Background: an optimization exercise with open tools, aiming at a short achievable clock period and few clock cycles. Do not read the settings as production practice. At most, simulation tests tie the RTL to the original design; equivalence was not proved. The RTL of runs 1 and 2 was laid out without a check of its function. Power is estimated from default activity; no workload was simulated.

--- flow/config.mk ---
export PLATFORM = sky130hd
export DESIGN_NAME = tiny16
export DESIGN_NICKNAME = tiny16
export VERILOG_FILES = /design/flow/design.v
export SDC_FILE = /design/flow/constraint.sdc
export NUM_CORES = 4
export LEC_CHECK = 0
export ABC_CLOCK_PERIOD_IN_PS = 2500
export CAP_MARGIN = 20
export CELL_PAD_IN_SITES_DETAIL_PLACEMENT = 1
export CELL_PAD_IN_SITES_GLOBAL_PLACEMENT = 2
export CORE_MARGIN = 2
export CORE_UTILIZATION = 40
export PLACE_DENSITY = 0.6
export SETUP_SLACK_MARGIN = 5.0
export SLEW_MARGIN = 20
--- flow/constraint.sdc ---
create_clock -name core_clock -period 8.5 [get_ports {clk}]
set_input_delay 1.7000 -clock core_clock [delete_from_list [all_inputs] [get_ports {clk}]]
set_output_delay 1.7000 -clock core_clock [all_outputs]
set_load 0.01 [all_outputs]
--- flow/design.v ---
module tiny16_add16 (
    input  wire [15:0] a,
    input  wire [15:0] b,
    input  wire        cin,
    output wire [15:0] s,
    output wire        co
);
    wire [15:0] p = a ^ b;
    wire [15:0] g0 = a & b;
    wire [15:0] G0 = {g0[15:1], g0[0] | (p[0] & cin)};
    wire [15:0] P0 = p;
    wire [15:0] G1, P1, G2, P2, G3, P3, G4, P4;
    genvar i;
    generate
        for (i = 0; i < 16; i = i + 1) begin : l1
            if (i >= 1) begin : c
                assign G1[i] = G0[i] | (P0[i] & G0[i-1]);
                assign P1[i] = P0[i] & P0[i-1];
            end else begin : n
                assign G1[i] = G0[i];
                assign P1[i] = P0[i];
            end
        end
        for (i = 0; i < 16; i = i + 1) begin : l2
            if (i >= 2) begin : c
                assign G2[i] = G1[i] | (P1[i] & G1[i-2]);
                assign P2[i] = P1[i] & P1[i-2];
            end else begin : n
                assign G2[i] = G1[i];
                assign P2[i] = P1[i];
            end
        end
        for (i = 0; i < 16; i = i + 1) begin : l3
            if (i >= 4) begin : c
                assign G3[i] = G2[i] | (P2[i] & G2[i-4]);
                assign P3[i] = P2[i] & P2[i-4];
            end else begin : n
                assign G3[i] = G2[i];
                assign P3[i] = P2[i];
            end
        end
        for (i = 0; i < 16; i = i + 1) begin : l4
            if (i >= 8) begin : c
                assign G4[i] = G3[i] | (P3[i] & G3[i-8]);
                assign P4[i] = P3[i] & P3[i-8];
            end else begin : n
                assign G4[i] = G3[i];
                assign P4[i] = P3[i];
            end
        end
    endgenerate
    wire [15:0] c = {G4[14:0], cin};
    assign s  = p ^ c;
    assign co = G4[15];
endmodule
module tiny16_inc16 (
    input  wire [15:0] a,
    input  wire        inc2,
    output wire [15:0] y
);
    wire [15:0] t = {a[15:1], a[0] | inc2};
    genvar i;
    generate
        for (i = 0; i < 16; i = i + 1) begin : b
            if (i == 0) begin : z
                assign y[0] = inc2 ? a[0] : ~a[0];
            end else begin : n
                assign y[i] = a[i] ^ (&t[i-1:0]);
            end
        end
    endgenerate
endmodule
module tiny16_dec2 (
    input  wire [15:0] a,
    output wire [15:0] y
);
    genvar i;
    generate
        for (i = 0; i < 16; i = i + 1) begin : b
            if (i == 0) begin : z
                assign y[0] = a[0];
            end else if (i == 1) begin : o
                assign y[1] = ~a[1];
            end else begin : n
                assign y[i] = a[i] ^ ~(|a[i-1:1]);
            end
        end
    endgenerate
endmodule
module tiny16_alu (
    input  wire        o_add,    
    input  wire        o_sub,    
    input  wire        o_and,
    input  wire        o_or,
    input  wire        o_xor,
    input  wire        o_not,
    input  wire        o_shl,
    input  wire        o_shr,
    input  wire        o_mov,
    input  wire [15:0] a,        
    input  wire [15:0] b,        
    input  wire [2:0]  sh,       
    output wire [15:0] y,
    output wire        c,
    output wire        v
);
    wire [15:0] bb = o_sub ? ~b : b;
    wire [15:0] sum;
    wire        co;
    tiny16_add16 u_add (.a(a), .b(bb), .cin(o_sub), .s(sum), .co(co));
    wire [31:0] shl = {16'h0000, a} << sh;
    wire [31:0] shr = {a, 16'h0000} >> sh;
    wire        sh0 = (sh == 3'd0);
    wire        arith = o_add | o_sub;
    assign y = ({16{arith}} & sum) |
               ({16{o_and}} & (a & b)) |
               ({16{o_or}}  & (a | b)) |
               ({16{o_xor}} & (a ^ b)) |
               ({16{o_not}} & ~a) |
               ({16{o_shl}} & shl[15:0]) |
               ({16{o_shr}} & shr[31:16]) |
               ({16{o_mov}} & b);
    assign c = (arith & co) | (o_shl & !sh0 & shl[16]) | (o_shr & !sh0 & shr[15]);
    assign v = arith & (a[15] == bb[15]) & (sum[15] != a[15]);
endmodule
module tiny16_mmio (
    input  wire        clk,
    input  wire        rst,
    input  wire [7:0]  rd_addr,
    output reg  [7:0]  rd_data,
    input  wire        wr_en,
    input  wire [7:0]  wr_addr,
    input  wire [7:0]  wr_data,
    input  wire        tick,
    output reg         uart_valid,
    output reg  [7:0]  uart_data
);
    reg [15:0] timer;
    reg [15:0] timercmp;
    reg        irq_pending;
    reg        irq_chk;      
    reg        tick_d;       
    wire [15:0] ge_s;
    wire        ge;
    tiny16_add16 u_cmp (.a(timer), .b(~timercmp), .cin(1'b1), .s(ge_s), .co(ge));
    wire        irq_eff = irq_pending || (irq_chk && (timercmp != 16'h0000) && ge);
    always @(*) begin
        case (rd_addr)
            8'h00:   rd_data = 8'h00;
            8'h01:   rd_data = 8'hFF;
            8'h10:   rd_data = timer[7:0];
            8'h11:   rd_data = timer[15:8];
            8'h12:   rd_data = timercmp[7:0];
            8'h13:   rd_data = timercmp[15:8];
            8'h14:   rd_data = {7'b0, irq_eff};
            default: rd_data = 8'h00;
        endcase
    end
    reg [15:0] timer_w;
    reg [15:0] cmp_w;
    reg        irq_w;
    wire [15:0] timer_t;
    tiny16_inc16 u_inc (.a(timer), .inc2(1'b0), .y(timer_t));
    always @(*) begin
        timer_w = tick_d ? timer_t : timer;
        cmp_w   = timercmp;
        irq_w   = irq_eff;
        if (wr_en) begin
            case (wr_addr)
                8'h10: timer_w[7:0]  = wr_data;
                8'h11: timer_w[15:8] = wr_data;
                8'h12: cmp_w[7:0]    = wr_data;
                8'h13: cmp_w[15:8]   = wr_data;
                8'h14: if (wr_data == 8'h01) irq_w = 1'b0;
                default: ;
            endcase
        end
    end
    always @(posedge clk) begin
        if (rst) begin
            timer       <= 16'h0000;
            timercmp    <= 16'h0000;
            irq_pending <= 1'b0;
            irq_chk     <= 1'b0;
            tick_d      <= 1'b0;
            uart_valid  <= 1'b0;
            uart_data   <= 8'h00;
        end else begin
            timercmp   <= cmp_w;
            uart_valid <= wr_en && (wr_addr == 8'h00);
            if (wr_en && (wr_addr == 8'h00))
                uart_data <= wr_data;
            tick_d      <= tick;
            irq_chk     <= tick_d;
            irq_pending <= irq_w;
            timer       <= timer_w;
        end
    end
endmodule
module tiny16_lsu (
    input  wire [15:0] addr,      
    input  wire        wide,      
    input  wire        we,
    input  wire        phase,
    input  wire [15:0] wdata,
    input  wire [7:0]  lo_byte,   
    input  wire [15:0] mem_rdata,
    input  wire [7:0]  mmio_rdata,
    output wire        mmio,      
    output wire        word_mode,
    output wire        last,      
    output wire [1:0]  wstrb,
    output wire [15:0] bus_wdata,
    output wire [7:0]  rbyte,
    output wire [15:0] rdata
);
    assign mmio      = (addr[15:8] == 8'hFF);
    assign word_mode = wide && !phase && !addr[0] && !mmio;
    assign last      = word_mode || phase || !wide;
    wire [7:0] wb    = phase ? wdata[15:8] : wdata[7:0];
    assign wstrb     = (!we || mmio) ? 2'b00 : word_mode ? 2'b11 : addr[0] ? 2'b10 : 2'b01;
    assign bus_wdata = word_mode ? wdata : {wb, wb};
    assign rbyte     = mmio ? mmio_rdata : addr[0] ? mem_rdata[15:8] : mem_rdata[7:0];
    assign rdata     = word_mode ? mem_rdata : wide ? {rbyte, lo_byte} : {8'h00, rbyte};
endmodule
module tiny16 (
    input  wire        clk,
    input  wire        rst,
    input  wire [15:0] start_pc,
    output reg         mem_valid,
    output reg  [14:0] mem_addr,
    output reg  [1:0]  mem_wstrb,
    output reg  [15:0] mem_wdata,
    input  wire        mem_ready,
    input  wire [15:0] mem_rdata,
    output wire        uart_valid,
    output wire [7:0]  uart_data,
    output reg         halted,
    output reg         fault,
    output reg  [15:0] fault_pc,
    output reg  [4:0]  fault_op
);
    localparam OP_NOP  = 5'h00, OP_HALT = 5'h01, OP_LDI  = 5'h02, OP_MOV  = 5'h03,
               OP_ADD  = 5'h04, OP_SUB  = 5'h05, OP_AND  = 5'h06, OP_OR   = 5'h07,
               OP_XOR  = 5'h08, OP_NOT  = 5'h09, OP_SHL  = 5'h0A, OP_SHR  = 5'h0B,
               OP_ADDI = 5'h0C, OP_CMPI = 5'h0D, OP_CMP  = 5'h0E, OP_LD   = 5'h0F,
               OP_ST   = 5'h10, OP_LDB  = 5'h11, OP_STB  = 5'h12, OP_LDS  = 5'h13,
               OP_STS  = 5'h14, OP_JMP  = 5'h15, OP_JZ   = 5'h16, OP_JNZ  = 5'h17,
               OP_JC   = 5'h18, OP_JN   = 5'h19, OP_CALL = 5'h1A, OP_RET  = 5'h1B,
               OP_IN   = 5'h1C, OP_OUT  = 5'h1D;
    localparam S_F = 3'd0, S_D = 3'd1, S_M = 3'd2, S_KA = 3'd3, S_H = 3'd4;
    reg [2:0]  state;
    reg [15:0] pc;        
    reg        pc_fast;   
    reg [15:0] ipc;       
    reg [15:0] ir;
    reg [15:0] k;
    reg [15:0] x [0:7];
    reg [15:0] fy;        
    reg        fc, fv;
    reg [7:0] d_rd, d_rs;
    reg d_illegal, d_halt, d_x1, d_alu, d_wb, d_wide, d_ret, d_lds, d_sts;
    reg d_ldi, d_jmp, d_call, d_ld, d_in, d_ldb, d_st, d_out, d_stb;
    reg d_jz, d_jnz, d_jc, d_jn;
    reg o_add, o_sub, o_and, o_or, o_xor, o_not, o_shl, o_shr, o_mov, o_imm;
    reg [15:0] da;        
    reg        da_mmio;   
    reg [15:0] wd;        
    reg [7:0]  lo;
    reg        ph, m_wide, m_we, m_pre, m_inval;
    reg        m_toreg, m_tonone, m_topc, m_toir, m_tok;
    reg [7:0]  m_rd;
    wire [2:0]  rd   = ir[10:8];
    wire [15:0] imm8 = {{8{ir[7]}}, ir[7:0]};
    wire [15:0] imm5 = {{11{ir[4]}}, ir[4:0]};
    wire [15:0] sp   = x[7];
    reg  [15:0] xd, xs;
    integer j;
    always @(*) begin
        xd = 16'h0000;
        xs = 16'h0000;
        for (j = 0; j < 8; j = j + 1) begin
            xd = xd | ({16{d_rd[j]}} & x[j]);
            xs = xs | ({16{d_rs[j]}} & x[j]);
        end
    end
    wire fz = (fy == 16'h0000);
    wire fn = fy[15];
    wire sp_fast = !sp[0] && (sp[15:8] != 8'hFF);
    wire [15:0] alu_y;
    wire        alu_c, alu_v;
    tiny16_alu u_alu (
        .o_add(o_add), .o_sub(o_sub), .o_and(o_and), .o_or(o_or), .o_xor(o_xor),
        .o_not(o_not), .o_shl(o_shl), .o_shr(o_shr), .o_mov(o_mov),
        .a(xd), .b(o_imm ? imm8 : xs), .sh(ir[2:0]), .y(alu_y), .c(alu_c), .v(alu_v)
    );
    wire [15:0] pc_p2, sp_p2, sp_m2, da_p1, ea;
    wire        ea_co;
    tiny16_inc16 u_pcinc (.a(pc), .inc2(1'b1), .y(pc_p2));
    tiny16_inc16 u_spinc (.a(sp), .inc2(1'b1), .y(sp_p2));
    tiny16_dec2  u_spdec (.a(sp), .y(sp_m2));
    tiny16_inc16 u_dainc (.a(da), .inc2(1'b0), .y(da_p1));
    tiny16_add16 u_ea (.a(d_sts ? xd : xs), .b(imm5), .cin(1'b0), .s(ea), .co(ea_co));
    wire        m_mmio, m_word, m_last;
    wire [1:0]  m_wstrb;
    wire [15:0] m_wdata;
    wire [7:0]  m_rbyte;
    wire [15:0] m_result;
    wire [7:0]  mmio_rdata;
    reg         tick;
    tiny16_lsu u_lsu (
        .addr(da), .wide(m_wide), .we(m_we), .phase(ph), .wdata(wd), .lo_byte(lo),
        .mem_rdata(mem_rdata), .mmio_rdata(mmio_rdata),
        .mmio(m_mmio), .word_mode(m_word), .last(m_last), .wstrb(m_wstrb),
        .bus_wdata(m_wdata), .rbyte(m_rbyte), .rdata(m_result)
    );
    tiny16_mmio u_mmio (
        .clk(clk), .rst(rst),
        .rd_addr(da[7:0]), .rd_data(mmio_rdata),
        .wr_en((state == S_M) && m_we && da_mmio), .wr_addr(da[7:0]), .wr_data(m_wdata[7:0]),
        .tick(tick),
        .uart_valid(uart_valid), .uart_data(uart_data)
    );
    wire m_ovl = da_mmio && (ph || !m_wide) && (m_toreg || m_tonone) && !m_pre && pc_fast;
    wire m_hit = m_pre && m_we && !da_mmio && (da[15:1] == ipc[15:1]);
    wire        k_fast   = (state == S_D);
    wire [15:0] kin      = k_fast ? mem_rdata : k;
    wire [15:0] pc_seq   = k_fast ? pc_p2 : pc;
    wire        kin_mmio = (kin[15:8] == 8'hFF);
    wire        taken    = d_jmp && !(d_jz && !fz) && !(d_jnz && fz) && !(d_jc && !fc) &&
                           !(d_jn && !fn);
    wire [15:0] ir_nx = m_toir ? m_result : mem_rdata;
    always @(*) begin
        mem_valid = 1'b0;
        mem_addr  = pc[15:1];
        mem_wstrb = 2'b00;
        mem_wdata = m_wdata;
        tick      = 1'b0;
        case (state)
            S_F: mem_valid = pc_fast;
            S_D: begin
                if (d_ret) begin
                    mem_valid = sp_fast;
                    mem_addr  = sp[15:1];
                    tick      = sp_fast && mem_ready;
                end else begin
                    mem_valid = pc_fast && !d_illegal && !d_halt;
                    tick      = d_x1 || d_halt || (pc_fast && mem_ready && (d_ldi || d_jmp));
                end
            end
            S_KA: tick = d_ldi || d_jmp;
            S_M: begin
                if (m_ovl) begin
                    mem_valid = 1'b1;
                end else begin
                    mem_valid = !da_mmio;
                    mem_addr  = da[15:1];
                    mem_wstrb = m_wstrb;
                end
                tick = m_last && (da_mmio || mem_ready) && (m_toreg || m_tonone || m_topc);
            end
            default: ;
        endcase
    end
    integer i;
    task set_pc(input [15:0] v);
        begin
            pc      <= v;
            pc_fast <= !v[0] && (v[15:8] != 8'hFF);
        end
    endtask
    task set_da(input [15:0] v);
        begin
            da      <= v;
            da_mmio <= (v[15:8] == 8'hFF);
        end
    endtask
    task set_dest(input [4:0] v);
        begin
            {m_toreg, m_tonone, m_topc, m_toir, m_tok} <= v;
        end
    endtask
    task load_ir(input [15:0] w, input [15:0] a);
        reg [4:0] o;
        begin
            o = w[15:11];
            ir        <= w;
            ipc       <= a;
            d_rd      <= 8'd1 << w[10:8];
            d_rs      <= 8'd1 << w[7:5];
            d_illegal <= (o[4:1] == 4'b1111);
            d_halt    <= (o == OP_HALT);
            d_x1      <= (o == OP_NOP) || ((o >= OP_MOV) && (o <= OP_CMP));
            d_alu     <= (o >= OP_MOV) && (o <= OP_CMP);
            d_wb      <= (o >= OP_MOV) && (o <= OP_ADDI);
            d_wide    <= (o == OP_LDI) || (o == OP_LD) || (o == OP_ST) || (o == OP_LDB) ||
                         (o == OP_STB) || ((o >= OP_JMP) && (o <= OP_CALL)) ||
                         (o == OP_IN) || (o == OP_OUT);
            d_ret     <= (o == OP_RET);
            d_lds     <= (o == OP_LDS);
            d_sts     <= (o == OP_STS);
            d_ldi     <= (o == OP_LDI);
            d_jmp     <= (o >= OP_JMP) && (o <= OP_JN);
            d_call    <= (o == OP_CALL);
            d_ld      <= (o == OP_LD);
            d_in      <= (o == OP_IN);
            d_ldb     <= (o == OP_LDB);
            d_st      <= (o == OP_ST);
            d_out     <= (o == OP_OUT);
            d_stb     <= (o == OP_STB);
            d_jz      <= (o == OP_JZ);
            d_jnz     <= (o == OP_JNZ);
            d_jc      <= (o == OP_JC);
            d_jn      <= (o == OP_JN);
            o_add     <= (o == OP_ADD) || (o == OP_ADDI);
            o_sub     <= (o == OP_SUB) || (o == OP_CMP) || (o == OP_CMPI);
            o_and     <= (o == OP_AND);
            o_or      <= (o == OP_OR);
            o_xor     <= (o == OP_XOR);
            o_not     <= (o == OP_NOT);
            o_shl     <= (o == OP_SHL);
            o_shr     <= (o == OP_SHR);
            o_mov     <= (o == OP_MOV);
            o_imm     <= (o == OP_ADDI) || (o == OP_CMPI);
        end
    endtask
    task k_arrive;
        begin
            set_pc(pc_seq);
            m_rd    <= d_rd;
            m_pre   <= 1'b0;
            m_inval <= 1'b0;
            ph      <= 1'b0;
            set_da(kin);
            wd      <= xs;
            m_wide  <= !d_ldb && !d_stb && !((d_in || d_out) && kin_mmio);
            m_we    <= d_st || d_stb || d_out || d_call;
            set_dest((d_st || d_stb || d_out || d_call) ? 5'b01000 : 5'b10000);
            state   <= S_M;
            if (d_ldi) begin
                for (i = 0; i < 8; i = i + 1)
                    if (d_rd[i]) x[i] <= kin;
                fy <= kin; fc <= 1'b0; fv <= 1'b0;
                state <= S_F;
            end
            if (d_jmp) begin
                if (taken) set_pc(kin);
                state <= S_F;
            end
            if (d_call) begin
                set_da(sp_m2);
                x[7] <= sp_m2;
                wd   <= pc_seq;
                set_pc(kin);
            end
        end
    endtask
    task m_next;
        begin
            if (m_pre) begin
                if (m_inval || m_hit) begin
                    set_pc(ipc);
                    state <= S_F;
                end else begin
                    state <= S_D;
                end
            end else if (m_ovl && mem_ready) begin
                load_ir(mem_rdata, pc);
                set_pc(pc_p2);
                state <= S_D;
            end else begin
                state <= S_F;
            end
        end
    endtask
    always @(posedge clk) begin
        if (rst) begin
            state    <= S_F;
            set_pc(start_pc);
            load_ir(16'h0000, 16'h0000);
            k        <= 16'h0000;
            for (i = 0; i < 7; i = i + 1)
                x[i] <= 16'h0000;
            x[7]     <= 16'h7FFC;
            fy       <= 16'h0001;
            fc       <= 1'b0;
            fv       <= 1'b0;
            halted   <= 1'b0;
            fault    <= 1'b0;
            fault_pc <= 16'h0000;
            fault_op <= 5'h00;
            set_da(16'h0000);
            wd       <= 16'h0000;
            lo       <= 8'h00;
            ph       <= 1'b0;
            m_wide   <= 1'b0;
            m_we     <= 1'b0;
            m_pre    <= 1'b0;
            m_inval  <= 1'b0;
            set_dest(5'b01000);
            m_rd     <= 8'd0;
        end else begin
            case (state)
                S_F: begin
                    if (pc_fast) begin
                        if (mem_ready) begin
                            load_ir(mem_rdata, pc);
                            set_pc(pc_p2);
                            state <= S_D;
                        end
                    end else begin
                        set_da(pc);
                        ph     <= 1'b0;
                        m_wide <= 1'b1;
                        m_we   <= 1'b0;
                        m_pre  <= 1'b0;
                        set_dest(5'b00010);
                        state  <= S_M;
                    end
                end
                S_D: begin
                    if (d_illegal) begin
                        halted   <= 1'b1;
                        fault    <= 1'b1;
                        fault_pc <= ipc;
                        fault_op <= ir[15:11];
                        state    <= S_H;
                    end else if (d_halt) begin
                        halted <= 1'b1;
                        state  <= S_H;
                    end else if (d_x1) begin
                        if (d_alu) begin
                            fy <= alu_y; fc <= alu_c; fv <= alu_v;
                        end
                        if (d_wb)
                            for (i = 0; i < 8; i = i + 1)
                                if (d_rd[i]) x[i] <= alu_y;
                        if (pc_fast && mem_ready) begin
                            load_ir(mem_rdata, pc);
                            set_pc(pc_p2);
                        end else begin
                            state <= S_F;
                        end
                    end else if (d_wide) begin
                        if (pc_fast) begin
                            if (mem_ready)
                                k_arrive;
                        end else begin
                            set_da(pc);
                            ph     <= 1'b0;
                            m_wide <= 1'b1;
                            m_we   <= 1'b0;
                            m_pre  <= 1'b0;
                            set_dest(5'b00001);
                            state  <= S_M;
                        end
                    end else if (d_ret) begin
                        if (sp_fast) begin
                            if (mem_ready) begin
                                set_pc(mem_rdata);
                                x[7]  <= sp_p2;
                                state <= S_F;
                            end
                        end else begin
                            set_da(sp);
                            x[7]   <= sp_p2;
                            ph     <= 1'b0;
                            m_wide <= 1'b1;
                            m_we   <= 1'b0;
                            m_pre  <= 1'b0;
                            set_dest(5'b00100);
                            state  <= S_M;
                        end
                    end else begin  
                        set_da(ea);
                        wd      <= xs;
                        ph      <= 1'b0;
                        m_wide  <= 1'b1;
                        m_we    <= d_sts;
                        set_dest(d_sts ? 5'b01000 : 5'b10000);
                        m_rd    <= d_rd;
                        m_inval <= 1'b0;
                        if (pc_fast) begin
                            m_pre <= 1'b1;
                            if (mem_ready) begin
                                load_ir(mem_rdata, pc);
                                set_pc(pc_p2);
                                state <= S_M;
                            end
                        end else begin
                            m_pre <= 1'b0;
                            state <= S_M;
                        end
                    end
                end
                S_KA: k_arrive;
                S_M: begin
                    if (da_mmio || mem_ready) begin
                        if (!m_last) begin
                            ph <= 1'b1;
                            lo <= m_rbyte;
                            set_da(da_p1);
                            if (m_hit)
                                m_inval <= 1'b1;
                        end else begin
                            ph <= 1'b0;
                            if (m_toir) begin
                                load_ir(ir_nx, pc);
                                set_pc(pc_p2);
                                state <= S_D;
                            end
                            if (m_tok) begin
                                k     <= m_result;
                                set_pc(pc_p2);
                                state <= S_KA;
                            end
                            if (m_topc) begin
                                set_pc(m_result);
                                state <= S_F;
                            end
                            if (m_toreg) begin
                                for (i = 0; i < 8; i = i + 1)
                                    if (m_rd[i]) x[i] <= m_result;
                                fy <= m_result; fc <= 1'b0; fv <= 1'b0;
                                m_next;
                            end
                            if (m_tonone)
                                m_next;
                        end
                    end
                end
                default: state <= S_H;
            endcase
        end
    end
endmodule
--- flow/run.sh ---
#!/bin/bash
# synth_recipe.tcl (not shown) runs the flow's synth.tcl, then flattens the netlist and writes it again
# the make line also repeats each setting of config.mk as NAME=value (left out here)
make -C /OpenROAD-flow-scripts/flow DESIGN_CONFIG=/design/flow/config.mk WORK_HOME=/design/flow/orfs CLKGATE_MAP_FILE= SYNTH_SCRIPT=/design/flow/synth_recipe.tcl finish
==> results of run 1 <==
## state kept, by name, summed over array words and instances (netlist names), 13 cells and up
signal,flops
fy,16
x,128
ipc,16
u_mmio.timercmp,16
pc,16
u_mmio.timer,16
k,16
da,16
fault_pc,16
ir,13
wd,16
## synthesized netlist by cell type (53+ instances only)
| library cell | number |
|---|---|
| a22o_1 | 53 |
| o21ai_0 | 337 |
| mux2i_1 | 115 |
| a211oi_1 | 104 |
| nand3_1 | 54 |
| inv_1 | 130 |
| ha_1 | 100 |
| a22oi_1 | 173 |
| clkbuf_1 | 305 |
| nand2_1 | 477 |
| xnor2_1 | 84 |
| nand4_1 | 59 |
| nor2_1 | 476 |
| a21oi_1 | 399 |
| a221oi_1 | 60 |
| nor3_1 | 81 |
| dfxtp_1 | 365 |
## layer usage
metal  track usage (%)  vias up
li1                  -    16400
met1             61.93    20570
met2             71.46     3768
met3             20.08     1337
met4             32.14       36
met5                 0        -
## cell families (layout without fill, tap and decap cells)
family	count (synthesis)	in the layout	synth area share, %
buf+inv	520	941	6.677
flops	382	382	25.65
fa+ha+maj	102	102	4.238
other cells	0	5	0
mux	144	144	5.564
simple gates	1367	1370	20.17
xor+xnor	123	123	3.535
compound gates	1566	1568	34.17
## worst register-to-register path: cells and delay by family (launching register included)
family,cells,cell delay (ns)
AO/OA/AOI/OAI,7,1.89
adder cells (fa/ha/maj),1,0.13
buffers and inverters,15,1.69
flip-flops,1,0.39
AND/OR/NAND/NOR,1,0.18
## stage by stage
stage          hold WS (ns)  util [%]  total power (W)
3_5_place_dp         0.4458     42.80         0.008813
2_1_floorplan        0.4170         -         0.006173
5_1_grt              0.4849     56.90          0.01407
4_1_cts              0.4549     53.15          0.01255
3_3_place_gp         0.4305     42.76         0.008709
6_report             0.4539     56.91          0.01398
## worst max path at each step
stage | start | end | slack, ns | depth (start not counted)
final | d_rs[0]$_SDFFE_PP1P_ | x[4][8]$_SDFFE_PP0P_ | 4.14 | 24
after global routing | d_rs[0]$_SDFFE_PP1P_ | x[4][8]$_SDFFE_PP0P_ | 4.20 | 24
after CTS | state[2]$_SDFFE_PP0P_ | mem_addr[4] | 4.31 | 8
after detailed placement | mem_ready | d_rd[5]$_SDFFE_PP0P_ | 2.91 | 8
after global placement | mem_ready | d_rd[5]$_SDFFE_PP0P_ | 2.91 | 8
after floorplan | state[2]$_SDFFE_PP0P_ | mem_addr[12] | 4.91 | 9
## power by group
part	internal, W	total, W	switching (W)
clock network	0.00125	0.00223	0.000975
logic	0.00319	0.00901	0.00581
registers	0.00211	0.00275	0.000643
total	0.00655	0.0140	0.00743
## layout make-up
| cell class | instances | share of cell area, % |
|---|---|---|
| Sequential cell | 382 | 18.49 |
| Inverter | 136 | 1.304 |
| Multi-Input combinational cell | 3307 | 56.37 |
| Antenna cell | 5 | 0.02904 |
| Clock buffer | 64 | 3.163 |
| Timing Repair Buffer | 720 | 17.18 |
| Tap cell | 978 | 2.840 |
| Clock inverter | 21 | 0.6215 |
## timing repair
item,4_1_cts,5_1_grt
gates resized for setup,916,378
cloned,24,4
endpoints found under the setup margin,358,290
pin swaps,224,210
buffers inserted,333,139
==> results by group, run 1 <==
Layout
  – Layout Area Growth over Synthesis: 41.38%
  – Number of nets in the finished design: 4,731
  – Commonest cells after routing, fill and taps aside: 446 x nand2_1, 434 x nor2_1, 397 x buf_4, 314 x a21oi_1, 312 x dfxtp_1
  – Area used by sequential logic in the layout: between 0.007 and 0.008 mm^2
  – Count of filler cells inserted in the layout: 8,853
  – Number of cells in the finished layout apart from fillers: 5,613
  – Most frequent standard cell in the layout excluding fill and tap cells: nand2_1
  – Final non-filler cell area: ~0.043 mm^2
  – Total area of multi-input combinational cells: about 0.024 mm^2
  – Fraction of layout cells with a size suffix above 1: 30.93%

Logic synthesis
  – Number of synthesized register bits: 382
  – Gate count of the mapped netlist: between 4,000 and 5,000
  – Sequential element share of the synthesized area: roughly a quarter
  – Most used flip-flop cell after synthesis: dfxtp_1
  – Leading post-synthesis cells by cell area: dfxtp_1 24%, a21oi_1 6.6%, nand2_1 5.9%, nor2_1 5.9%, o21ai_0 5.5%
  – Mapped Area: between 0.03 and 0.04 mm^2
  – Count of unique library cells instantiated by Yosys: about 100
  – Async set-or-reset flop fraction in the synthesized netlist: 0%
  – Yosys warns: 3
  – Biggest area consumer among synthesized cells: dfxtp_1
  – Synthesized area divided by synthesized cell count: 7.248 um^2
  – Area share of the largest cell type after synthesis: between 20% and 30%
  – Syn Nets: 4,341
  – Number of enable-type register cells in the synthesized netlist: 17

Die
  – Initial Util: between 40% and 50%
  – Top-Level Pins: slightly above 100
  – Horiz. Die Dim: about 280 um
  – Height of the die: 280.0 um
  – Site row count: 101
  – DIE AREA: roughly 0.078 mm^2
  – Core region area: around 0.076 mm^2

Worst setup path
  – Crit. End Element: flop
  – Largest fanout of any net on the critical path: 7
  – Capture instance of the worst register-to-register path: x[4][8]$_SDFFE_PP0P_
  – CP bufs+invs: 15
  – Element type at the critical path start: flop
  – CP Data Required Time: approximately 9 ns
  – Length in cells of the worst reg-to-reg path: 24
  – Critical-path cell with the highest stage delay: a222oi_1
  – Startpoint of the lowest-slack register-to-register path: d_rs[0]$_SDFFE_PP1P_
  – Type of the worst setup path: reg2reg
  – Most Frequent Cell on Critical Path: buf_6
  – Cell class contributing the biggest share of worst-path delay: compound AO/OA/AOI/OAI gates
  – R2R Setup Slk: just over 4 ns
  – Cells along the critical path: buf_12 -> buf_6 -> a22oi_2 -> nand4_1 -> buf_12 -> o21a_4 -> inv_6 -> buf_6 -> buf_4 -> buf_6 -> buf_6 -> buf_6 -> buf_6 -> buf_6 -> buf_6 -> ha_4 -> inv_2 -> a222oi_1 -> o2111ai_2 -> a221oi_4 -> a2bb2oi_4 -> buf_12 -> clkbuf_16 -> a21oi_2
  – Critical path's largest stage delay: 0.51 ns
  – Arrival time worst endpoint: 4.88 ns

Drt
  – Count of TritonRoute iterations in the first routing pass: 10
  – Aggregate routed wire length: 213,700 um
  – DR iter-0 viols: approximately 7,000
  – Total routed wire length on the met1 layer: between 70,000 and 80,000 um
  – Total number of vias: between 40,000 and 50,000
  – Detail-routed net length per standard cell: approximately 38 um
  – Met2 routed WL: 84,670 um
  – Remaining DRCs: 0
  – Uppermost layer routed: met5
  – Total met3 wirelength after detailed routing: 32,970 um
  – Vias per cell: approximately 7.5
  – Antenna violation net count after detailed routing: 0

STA
  – Achievable Freq: 229.6 MHz
  – Skew final: approximately 0.052 ns
  – Slew @ Worst Pin: between 1 and 1.5 ns
  – Time the worst path needs with I/O delays and setup: around 4.4 ns
  – Final-report max-slew violation count: 0
  – Count of endpoints failing hold in the final timing report: 0
  – Number of setup violations in the final report: 0
  – Summed negative setup slack over all endpoints: 0 ns
  – Slack of the critical path: slightly above 4 ns
  – Worst slew margin relative to its limit: between 15 and 20%
  – Share of the clock period used by the worst path after layout: 51.25%
  – Unrepaired setup endpoints after global routing: yes

CTS
  – TritonCTS clock tree: done
  – Number of buffers added by the clock tree synthesis step: 47
  – Number of hold buffers added after cts: 0
  – Max Buffers Root-to-Sink: 3
  – Clock H-tree levels: 2
  – Post-CTS clock slew at the launch and capture registers of the worst setup and hold paths: 0.06 ns
  – Clock latency reported for the late side of the worst-skew pair: between 0.6 and 0.7 ns
  – Root buffer cell: clkbuf_16
  – CTS sink cnt: between 300 and 400

Hold path
  – Hold crit path type: reg2reg
  – Min-Delay Endpoint: fault_pc[2]$_SDFFE_PP0P_
  – Launch point of the worst hold path: fault_pc[2]$_SDFFE_PP0P_
  – Number of stages on the worst hold path: 2

Placement
  – Number of port buffers: 100
  – Placed instance area: ~0.032 mm^2
  – Placer's final routability congestion estimate: roughly 1.1
  – Number of placed instances, taps included: about 5,000
  – Worst setup timing slack at the placement stage: about 2.9 ns
  – Hpwl dp: between 100,000 and 150,000 um

Power and ir drop
  – Worst IR drop on VDD: about 190 uV
  – Power per cell area: about 320 mW/mm^2
  – Leakage power total: 15.78 nW

GRT
  – Remaining global-route overflow: 0
  – Pin count of the biggest net entering global routing: 104
  – Vias in the first global route: approximately 40,000
  – Wire length of the first global-routing pass: around 290,000 um
  – Initial antenna violation count: 23
  – Global Route Usage Sum: between 40% and 50%

Run status
  – Run status: complete, no violations

Job
  – Max capacitance violation total: 0
==> inputs of run 2 (changes only) <==
--- a/flow/config.mk
+++ b/flow/config.mk
@@ -8,9 +8,7 @@
 export ABC_CLOCK_PERIOD_IN_PS = 2500
 export CAP_MARGIN = 20
-export CELL_PAD_IN_SITES_DETAIL_PLACEMENT = 1
-export CELL_PAD_IN_SITES_GLOBAL_PLACEMENT = 2
 export CORE_MARGIN = 2
-export CORE_UTILIZATION = 40
-export PLACE_DENSITY = 0.6
+export CORE_UTILIZATION = 35
+export PLACE_DENSITY = 0.45
 export SETUP_SLACK_MARGIN = 5.0
 export SLEW_MARGIN = 20
==> run 2 against run 1 <==
Against the previous run:
- maximum frequency hardly changed
- count of clock-buffer cells in the layout is 4 higher
- first-iteration DRC count is 16% lower
- sequential power is 3% lower
- still clean on timing, DRC and antenna
- worst hold slack worse by 0.0078 ns
- clock power is 4% lower
- largest power group unchanged
- combinational power is 8.0% lower
==> results by group, run 2 <==
Run status
  – Run status: complete, no violations

Layout
  – Reg with most FFs: x
  – Total area of multi-input combinational cells: 0.02351 mm^2 (-3.2%)
  – Most frequent standard cell in the layout excluding fill and tap cells: nand2_1
  – Flip-flop count of the largest register after layout: 128 (unchanged)
  – Fraction of layout cells with a size suffix above 1: 26.57% (-4.4 points)
  – Commonest cells after routing, fill and taps aside: 447 x nand2_1, 439 x nor2_1, 350 x buf_4, 343 x a21oi_1, 317 x dfxtp_1
  – Count of filler cells inserted in the layout: 8,660 (-2.2%)
  – Area used by sequential logic in the layout: 0.007950 mm^2 (-0.17%)
  – Number of cells in the finished layout apart from fillers: 5,682 (+1.2%)
  – Number of nets in the finished design: 4,623 (-2.3%)
  – Layout Area Growth over Synthesis: 35.55%

Worst setup path
  – CP Data Required Time: 6.80 ns (-2.22 ns)
  – Arrival time worst endpoint: 2.66 ns (-2.22 ns)
  – Crit. End Element: primary output
  – Element type at the critical path start: flop
  – Largest fanout of any net on the critical path: 14 (+7)
  – Type of the worst setup path: reg2out

Drt
  – Detail-routed net length per standard cell: 33.27 um (-13%)
  – Count of TritonRoute iterations in the first routing pass: 10 (unchanged)
  – Vias per cell: 6.738 (-10%)
  – Aggregate routed wire length: 189,000 um (-12%)
  – Antenna violation net count after detailed routing: 0 (unchanged)
  – Total routed wire length on the met1 layer: 75,680 um (-1.1%)
  – DR iter-0 viols: 5,833 (-16%)
  – Uppermost layer routed: met5
  – Total number of vias: 38,290 (-9.1%)
  – Met2 routed WL: 75,980 um (-10%)
  – Total met3 wirelength after detailed routing: 25,200 um (-24%)
  – Remaining DRCs: 0 (unchanged)

Placement
  – Number of placed instances, taps included: 5,216 (+3.8%)
  – Number of port buffers: 100 (unchanged)
  – Hpwl dp: 122,300 um (-5.0%)
  – Placer's final routability congestion estimate: 1.029 (-5.3%)
  – Worst setup timing slack at the placement stage: 3.069 ns (+0.1616 ns)

STA
  – Final-layout worst hold slack: 0.4461 ns (-0.007847 ns)
  – Unrepaired setup endpoints after global routing: yes
  – Number of setup violations in the final report: 0 (unchanged)
  – Share of the clock period used by the worst path after layout: 51.24% (about the same)
  – Slew @ Worst Pin: 1.116 ns (-0.08322 ns)
  – Worst slew margin relative to its limit: 23.50% (+3.6 points)
  – Achievable Freq: 229.6 MHz (about the same)
  – Slack of the critical path: 4.145 ns (+0.0007600 ns)
  – Skew final: 0.06028 ns (+0.008781 ns)
  – Summed negative setup slack over all endpoints: 0 ns (unchanged)
  – Final-report max-slew violation count: 0 (unchanged)
  – Time the worst path needs with I/O delays and setup: 4.355 ns (-0.0007600 ns)
  – Count of endpoints failing hold in the final timing report: 0 (unchanged)

Power and ir drop
  – Worst IR drop on VDD: 177.6 uV (-5.0%)
  – Power per cell area: 317.2 mW/mm^2 (-2.3%)
  – Part of the power in combinational logic: 63.3% (-1.1 points)
  – Final Total Pwr: 0.01310 W (-6.3%)
  – Leakage power total: 14.99 nW (-5.0%)
  – Net switching power: 0.006802 W (-8.5%)
  – Power share of the clock group: 16.4% (+0.5 points)
  – Switching share of power: 51.91% (-1.2 points)
  – Share of total power in sequential cells: 20.3% (+0.6 points)
  – Internal power contribution: 0.006301 W (-3.8%)

GRT
  – Wire length of the first global-routing pass: 263,000 um (-8.9%)
  – Pin count of the biggest net entering global routing: 148 (+42%)
  – Vias in the first global route: 34,920 (-13%)
  – Remaining global-route overflow: 0 (unchanged)
  – Global Route Usage Sum: 40.08% (-9.9 points)
  – Initial antenna violation count: 12 (-48%)

Die
  – Horiz. Die Dim: 299.1 um (+6.8%)
  – Height of the die: 299.1 um (+6.8%)
  – Site row count: 108 (+6.9%)
  – Initial Util: 35.23% (-5.0 points)
  – Core region area: 0.08648 mm^2 (+14%)
  – DIE AREA: 0.08944 mm^2 (+14%)
  – Top-Level Pins: 101 (unchanged)

Logic synthesis
  – Count of unique library cells instantiated by Yosys: 104 (unchanged)
  – Most repeated cell in the gate-level netlist after synthesis: nand2_1
  – Most used flip-flop cell after synthesis: dfxtp_1
  – Sequential element share of the synthesized area: 25.65% (unchanged)
  – Syn Nets: 4,341 (unchanged)
  – Mapped Area: 0.03047 mm^2 (unchanged)
  – Area share of the largest cell type after synthesis: 23.98% (unchanged)
  – Async set-or-reset flop fraction in the synthesized netlist: 0% (unchanged)
  – Leading post-synthesis cells by cell area: dfxtp_1 24%, a21oi_1 6.6%, nand2_1 5.9%, nor2_1 5.9%, o21ai_0 5.5%
  – Biggest area consumer among synthesized cells: dfxtp_1
  – Number of enable-type register cells in the synthesized netlist: 17 (unchanged)
  – Number of synthesized register bits: 382 (unchanged)
  – Gate count of the mapped netlist: 4,204 (unchanged)
  – Synthesized area divided by synthesized cell count: 7.248 um^2 (unchanged)
  – Top post-synthesis cells by count: 477 x nand2_1, 476 x nor2_1, 399 x a21oi_1
  – Yosys warns: 3 (unchanged)

CTS
  – CTS sink cnt: 382 (unchanged)
  – Number of hold buffers added after cts: 0 (unchanged)
  – Root buffer cell: clkbuf_16
  – Number of buffers added by the clock tree synthesis step: 48 (+2.1%)
  – Post-CTS clock slew at the launch and capture registers of the worst setup and hold paths: 0.06 ns (about the same)
  – TritonCTS clock tree: done
  – Max Buffers Root-to-Sink: 3 (unchanged)
  – Clock H-tree levels: 2 (unchanged)
  – Clock latency reported for the late side of the worst-skew pair: 0.65 ns (about the same)

Job
  – Max capacitance violation total: 0 (unchanged)

Hold path
  – Hold crit path type: reg2reg
## run 2: power groups by stage
| stage | sequential, W | combinational, W | clock (W) |
|---|---|---|---|
| 2_1_floorplan | 0.00229 | 0.00389 | 0 |
| 3_3_place_gp | 0.00267 | 0.00609 | 0 |
| 3_5_place_dp | 0.00267 | 0.00606 | 0 |
| 4_1_cts | 0.00261 | 0.00744 | 0.00216 |
| 5_1_grt | 0.00266 | 0.00851 | 0.00222 |
| 6_report | 0.00266 | 0.00829 | 0.00215 |
## run 2: per-stage QoR
| stage | util (%) | instance area [um^2] |
|---|---|---|
| floorplan | - | 30860 |
| global placement | 37.80 | 32690 |
| detailed placement | 37.81 | 32700 |
| CTS | 45.82 | 39630 |
| global route | 47.74 | 41290 |
| finish | 47.76 | 41300 |
## run 2: timing repair
action / 4_1_cts / 5_1_grt
gates resized for setup: 800 / 252
pin swaps: 208 / 141
gates cloned: 25 / 3
setup endpoints to repair: 383 / 283
buffers inserted: 269 / 78
endpoints found under the hold margin: 0 / 0
## run 2: worst paths after layout
path / from / end / slack, ns / cells after the start
setup reg to reg: d_rd[3]$_SDFFE_PP0P_ / fy[12]$_SDFFE_PP0P_ / 4.52 / 20
hold reg to reg: fy[10]$_SDFFE_PP0P_ / fy[10]$_SDFFE_PP0P_ / 0.45 / 2
hold / removal: fy[10]$_SDFFE_PP0P_ / fy[10]$_SDFFE_PP0P_ / 0.45 / 2
setup / recovery: state[0]$_SDFFE_PP0P_ / mem_addr[2] / 4.14 / 9
## run 2: cell families (layout without fill, tap and decap cells)
logic type / Yosys count / count (layout) / share of synthesized area, %
DFF: 382 / 382 / 25.65
buffers and inverters: 520 / 829 / 6.677
adders and majority gates: 102 / 102 / 4.238
AOI/OAI and AO/OA: 1566 / 1571 / 34.17
xor gates and xnor gates: 123 / 123 / 3.535
other: 0 / 7 / 0
muxes: 144 / 144 / 5.564
and+or+nand+nor: 1367 / 1369 / 20.17
## run 2: cell type report
cell class	count	area share [%]
diodes	7	0.04241
clock buffers	68	3.356
clock inverters	16	0.4786
inverters	136	1.324
multi-input cells	3309	56.93
flip-flops and latches	382	19.25
well taps	1155	3.499
repair buffers	609	15.13
## run 2: per-layer routing
metal	vias up	track usage, %
met5	-	0.6878
met4	12	21.89
met3	673	12.65
met2	2811	56.08
met1	18590	54.26
li1	16200	-
## run 2: critical path: stages (launching register included)
cell and delay [ns]:
dfxtp_4 0.38, buf_12 0.14, or3b_4 0.30, nor2_4 0.05, buf_12 0.13, buf_4 0.13, buf_8 0.15, a222oi_1 0.50
inv_1 0.08, buf_2 0.15
==> inputs of run 3 (changes only) <==
--- a/flow/design.v
+++ b/flow/design.v
@@ -140,5 +140,4 @@
     reg        irq_pending;
     reg        irq_chk;      
-    reg        tick_d;       
     wire [15:0] ge_s;
     wire        ge;
@@ -160,8 +159,6 @@
     reg [15:0] cmp_w;
     reg        irq_w;
-    wire [15:0] timer_t;
-    tiny16_inc16 u_inc (.a(timer), .inc2(1'b0), .y(timer_t));
     always @(*) begin
-        timer_w = tick_d ? timer_t : timer;
+        timer_w = timer;
         cmp_w   = timercmp;
         irq_w   = irq_eff;
@@ -177,4 +174,6 @@
         end
     end
+    wire [15:0] timer_t;
+    tiny16_inc16 u_inc (.a(timer_w), .inc2(1'b0), .y(timer_t));
     always @(posedge clk) begin
         if (rst) begin
@@ -183,5 +182,4 @@
             irq_pending <= 1'b0;
             irq_chk     <= 1'b0;
-            tick_d      <= 1'b0;
             uart_valid  <= 1'b0;
             uart_data   <= 8'h00;
@@ -191,8 +189,7 @@
             if (wr_en && (wr_addr == 8'h00))
                 uart_data <= wr_data;
-            tick_d      <= tick;
-            irq_chk     <= tick_d;
+            irq_chk     <= tick;
             irq_pending <= irq_w;
-            timer       <= timer_w;
+            timer       <= tick ? timer_t : timer_w;
         end
     end
--- a/flow/config.mk
+++ b/flow/config.mk
@@ -9,6 +9,6 @@
 export CAP_MARGIN = 20
 export CORE_MARGIN = 2
-export CORE_UTILIZATION = 35
-export PLACE_DENSITY = 0.45
+export CORE_UTILIZATION = 40
+export PLACE_DENSITY = 0.6
 export SETUP_SLACK_MARGIN = 5.0
 export SLEW_MARGIN = 20
==> run 3 against run 2 <==
Against the previous run:
- routed wire length is 6.4% higher
- core utilization up 7.5 points
- maximum frequency grew 2.2%
- critical path type unchanged
- critical endpoint unchanged
==> results by group, run 3 <==
GRT
  – Remaining global-route overflow: 0 (unchanged)
  – Wire length of the first global-routing pass: 279,200 um (+6.2%)
  – Global Route Usage Sum: 45.69% (+5.6 points)
  – Initial antenna violation count: 14 (+2)
  – Vias in the first global route: 38,060 (+9.0%)
  – Pin count of the biggest net entering global routing: 65 (-56%)

Job
  – Max capacitance violation total: 0 (unchanged)

CTS
  – Number of hold buffers added after cts: 0 (unchanged)
  – Clock latency reported for the late side of the worst-skew pair: 0.66 ns (about the same)
  – Max Buffers Root-to-Sink: 3 (unchanged)
  – CTS sink cnt: 381 (-0.26%)
  – Clock H-tree levels: 2 (unchanged)
  – Root buffer cell: clkbuf_16
  – Post-CTS clock slew at the launch and capture registers of the worst setup and hold paths: 0.06 ns (about the same)
  – Number of buffers added by the clock tree synthesis step: 49 (+2.1%)
  – TritonCTS clock tree: done

Drt
  – Antenna violation net count after detailed routing: 0 (unchanged)
  – Detail-routed net length per standard cell: 33.59 um (+0.97%)
  – DR iter-0 viols: 7,449 (+28%)
  – Total number of vias: 42,770 (+12%)
  – Aggregate routed wire length: 201,100 um (+6.4%)
  – Vias per cell: 7.145 (+6.0%)
  – Count of TritonRoute iterations in the first routing pass: 7 (-3)
  – Remaining DRCs: 0 (unchanged)

Die
  – Site row count: 104 (-3.7%)
  – DIE AREA: 0.08353 mm^2 (-6.6%)
  – Height of the die: 289.0 um (-3.4%)
  – Top-Level Pins: 101 (unchanged)
  – Core region area: 0.08042 mm^2 (-7.0%)
  – Initial Util: 40.41% (+5.2 points)
  – Horiz. Die Dim: 289.0 um (-3.4%)

Layout
  – Utilization after layout: 55.25% (+7.5 points)
  – Area used by sequential logic in the layout: 0.007931 mm^2 (-0.24%)
  – Final non-filler cell area: 0.04443 mm^2 (+7.6%)
  – Commonest cells after routing, fill and taps aside: 495 x nor2_1, 467 x nand2_1, 416 x buf_4, 363 x a21oi_1, 313 x dfxtp_1
  – Flip-flop count of the largest register after layout: 128 (unchanged)
  – Layout Area Growth over Synthesis: 36.73%
  – Reg with most FFs: x
  – Fraction of layout cells with a size suffix above 1: 28.95% (+2.4 points)
  – Number of nets in the finished design: 5,016 (+8.5%)
  – Count of filler cells inserted in the layout: 7,460 (-14%)
  – Total area of multi-input combinational cells: 0.02606 mm^2 (+11%)
  – Most frequent standard cell in the layout excluding fill and tap cells: nor2_1

Logic synthesis
  – Mapped Area: 0.03249 mm^2 (+6.6%)
  – Most used flip-flop cell after synthesis: dfxtp_1
  – Syn Nets: 4,685 (+7.9%)
  – Adder-cell share of the synthesized area: 3.974% (-0.26 points)
  – Count of unique library cells instantiated by Yosys: 111 (+6.7%)
  – Async set-or-reset flop fraction in the synthesized netlist: 0% (unchanged)
  – Sequential element share of the synthesized area: 24.00% (-1.7 points)
  – Area share of the largest cell type after synthesis: 22.43% (-1.6 points)
  – Main combinational cell family by area after synthesis: compound AO/OA/AOI/OAI gates
  – Synthesized area divided by synthesized cell count: 7.145 um^2 (-1.4%)
  – Mux cell area share after synthesis: 5.383% (-0.18 points)
  – Yosys warns: 3 (unchanged)
  – Gate count of the mapped netlist: 4,548 (+8.2%)
  – Most repeated cell in the gate-level netlist after synthesis: nor2_1
  – Number of synthesized register bits: 381 (-0.26%)
  – Top post-synthesis cells by count: 541 x nor2_1, 496 x nand2_1, 449 x a21oi_1
  – Number of enable-type register cells in the synthesized netlist: 17 (unchanged)
  – Area fraction in and, or, nand and nor cells after synthesis: 20.75% (+0.59 points)
  – Compound-cell area share of the yosys netlist: 35.78% (+1.6 points)
  – Leading post-synthesis cells by cell area: dfxtp_1 22%, a21oi_1 6.9%, nor2_1 6.2%, o21ai_0 6.0%, nand2_1 5.7%
  – Xor-xnor portion of the synthesized cell area: 3.423% (-0.11 points)
  – Biggest area consumer among synthesized cells: dfxtp_1

Power and ir drop
  – Worst IR drop on VDD: 203.5 uV (+15%)
  – Leakage power total: 15.91 nW (+6.1%)
  – Power per cell area: 426.9 mW/mm^2 (+35%)

Worst setup path
  – Arrival time worst endpoint: 2.56 ns (-0.10 ns)
  – Critical-path cell with the highest stage delay: or3b_4
  – Crit. End Element: primary output
  – Largest fanout of any net on the critical path: 4 (-10)
  – Critical path's largest stage delay: 0.46 ns (-0.04 ns)
  – Element type at the critical path start: flop
  – Type of the worst setup path: reg2out
  – Cells along the critical path: buf_12 -> or3b_4 -> nor2_4 -> buf_6 -> nor2_4 -> buf_6 -> a221o_1 -> buf_2
  – R2R Setup Slk: 4.27 ns (-0.25 ns)
  – CP Data Required Time: 6.80 ns (about the same)

STA
  – Unrepaired setup endpoints after global routing: yes
  – Number of setup violations in the final report: 0 (unchanged)
  – Slack of the critical path: 4.237 ns (+0.09282 ns)
  – Final-report max-slew violation count: 0 (unchanged)
  – Time the worst path needs with I/O delays and setup: 4.263 ns (-0.09282 ns)
  – Achievable Freq: 234.6 MHz (+2.2%)
  – Count of endpoints failing hold in the final timing report: 0 (unchanged)
  – Worst slew margin relative to its limit: 15.97% (-7.5 points)
  – Summed negative setup slack over all endpoints: 0 ns (unchanged)
  – Share of the clock period used by the worst path after layout: 50.15% (-1.1 points)
  – Final-layout worst hold slack: 0.4506 ns (+0.004571 ns)
  – Skew final: 0.05261 ns (-0.007670 ns)
  – Slew @ Worst Pin: 1.257 ns (+0.1419 ns)

Placement
  – Placed instance area: 0.03469 mm^2 (+6.1%)
  – Hpwl dp: 124,400 um (+1.7%)
  – Placer's final routability congestion estimate: 1.066 (+3.6%)
  – Number of port buffers: 100 (unchanged)
  – Worst setup timing slack at the placement stage: 2.758 ns (-0.3105 ns)

Run status
  – Run status: complete, no violations

Hold path
  – Hold crit path type: reg2reg
## run 3: layer usage
| metal | share of wire (%) | GRT usage, % | up-vias |
|---|---|---|---|
| met3 | 16 | 19.31 | 1180 |
| met4 | 11 | 35.41 | 16 |
| met1 | 34 | 55.20 | 19910 |
| li1 | - | - | 17650 |
| met2 | 39 | 63.60 | 4011 |
| met5 | 0.059 | 0 | - |
## run 3: power breakdown
part | internal (W) | switching, W
Combinational | 0.00512 | 0.00851
Clock | 0.00129 | 0.000951
Sequential | 0.00228 | 0.000809
## run 3: path summary, 6_finish.rpt
check                   startpoint               endpoint  cells past startpoint
max          state[2]$_SDFFE_PP0P_            mem_addr[2]                      8
min            halted$_SDFFE_PP0P_    halted$_SDFFE_PP0P_                      2
max reg2reg   d_rs[4]$_SDFFE_PP0P_  x[0][10]$_SDFFE_PP0P_                     18
min reg2reg    halted$_SDFFE_PP0P_    halted$_SDFFE_PP0P_                      2
## run 3: final cells by class
type	instances	area share (%)
Tap cell	1060	2.985
Timing Repair inverter	1	0.01126
Clock buffer	74	3.402
Timing Repair Buffer	697	15.38
Multi-Input combinational cell	3629	58.66
Clock inverter	14	0.4055
Antenna cell	10	0.05632
Sequential cell	381	17.85
Inverter	120	1.250
## run 3: stage by stage
step / power [W] / cells
3_3_place_gp: 0.01211 / 5443
5_1_grt: 0.01931 / 5978
4_1_cts: 0.01667 / 5833
6_report: 0.01897 / 5986
3_5_place_dp: 0.01214 / 5443
2_1_floorplan: 0.008600 / 4548
## run 3: cells by family after synthesis
group / count (synthesis)
adders and majority gates: 102
muxes: 145
xor gates and xnor gates: 127
buffers and inverters: 548
DFF: 381
AOI/OAI and AO/OA: 1752
and+or+nand+nor: 1493
## run 3: repair_timing
| action | in CTS | in global routing |
|---|---|---|
| resized for setup | 845 | 388 |
| cloned | 21 | 6 |
| setup buffers | 281 | 137 |
| endpoints found under the setup margin | 353 | 249 |
| pin swaps | 244 | 211 |
## run 3: worst max-delay path: cells and delay by family, from the launching register on
kind | cells | cell delay, ns
buffers and inverters | 4 | 0.53
AND/OR/NAND/NOR | 3 | 0.66
flip-flops | 1 | 0.35
AO/OA/AOI/OAI | 1 | 0.35
Testbench counts of run 3, summed over its fixed seeds: cycles 42,725.

==> static timing again, ports no longer ideal <==
No port has a modelled driver above. Below, the same layouts with a new extraction and two added sets of constraints.
Step 1 sets driving cells, clkbuf_16 on the clock port and buf_2 on the other inputs (assumed; they add their load-dependent delay and slew).
Step 2 moves the port delays by t, midway between the first and last clock arrival at a register: inputs arrive t later, outputs are due t later. That takes back most of the time a late clock gives input paths.
a / b / c = no drivers / after step 1 / after step 2; a / b = the first two.
| run | t, ns | setup WS [ns] | worst hold slack (ns) |
|---|---|---|---|
| run 1 | 0.692 | 4.144 / 4.144 / 4.144 | 0.454 / 0.454 / 0.454 |
| run 2 | 0.690 | 4.145 / 4.072 / 4.272 | 0.446 / 0.446 / 0.446 |
| run 3 | 0.708 | 4.237 / 4.163 / 3.981 | 0.451 / 0.451 / 0.451 |
After both steps setup and hold are still met in every run listed. The setup slack of run 3, which loses most, moves by -0.074 ns with the drivers and by -0.256 ns with both steps.
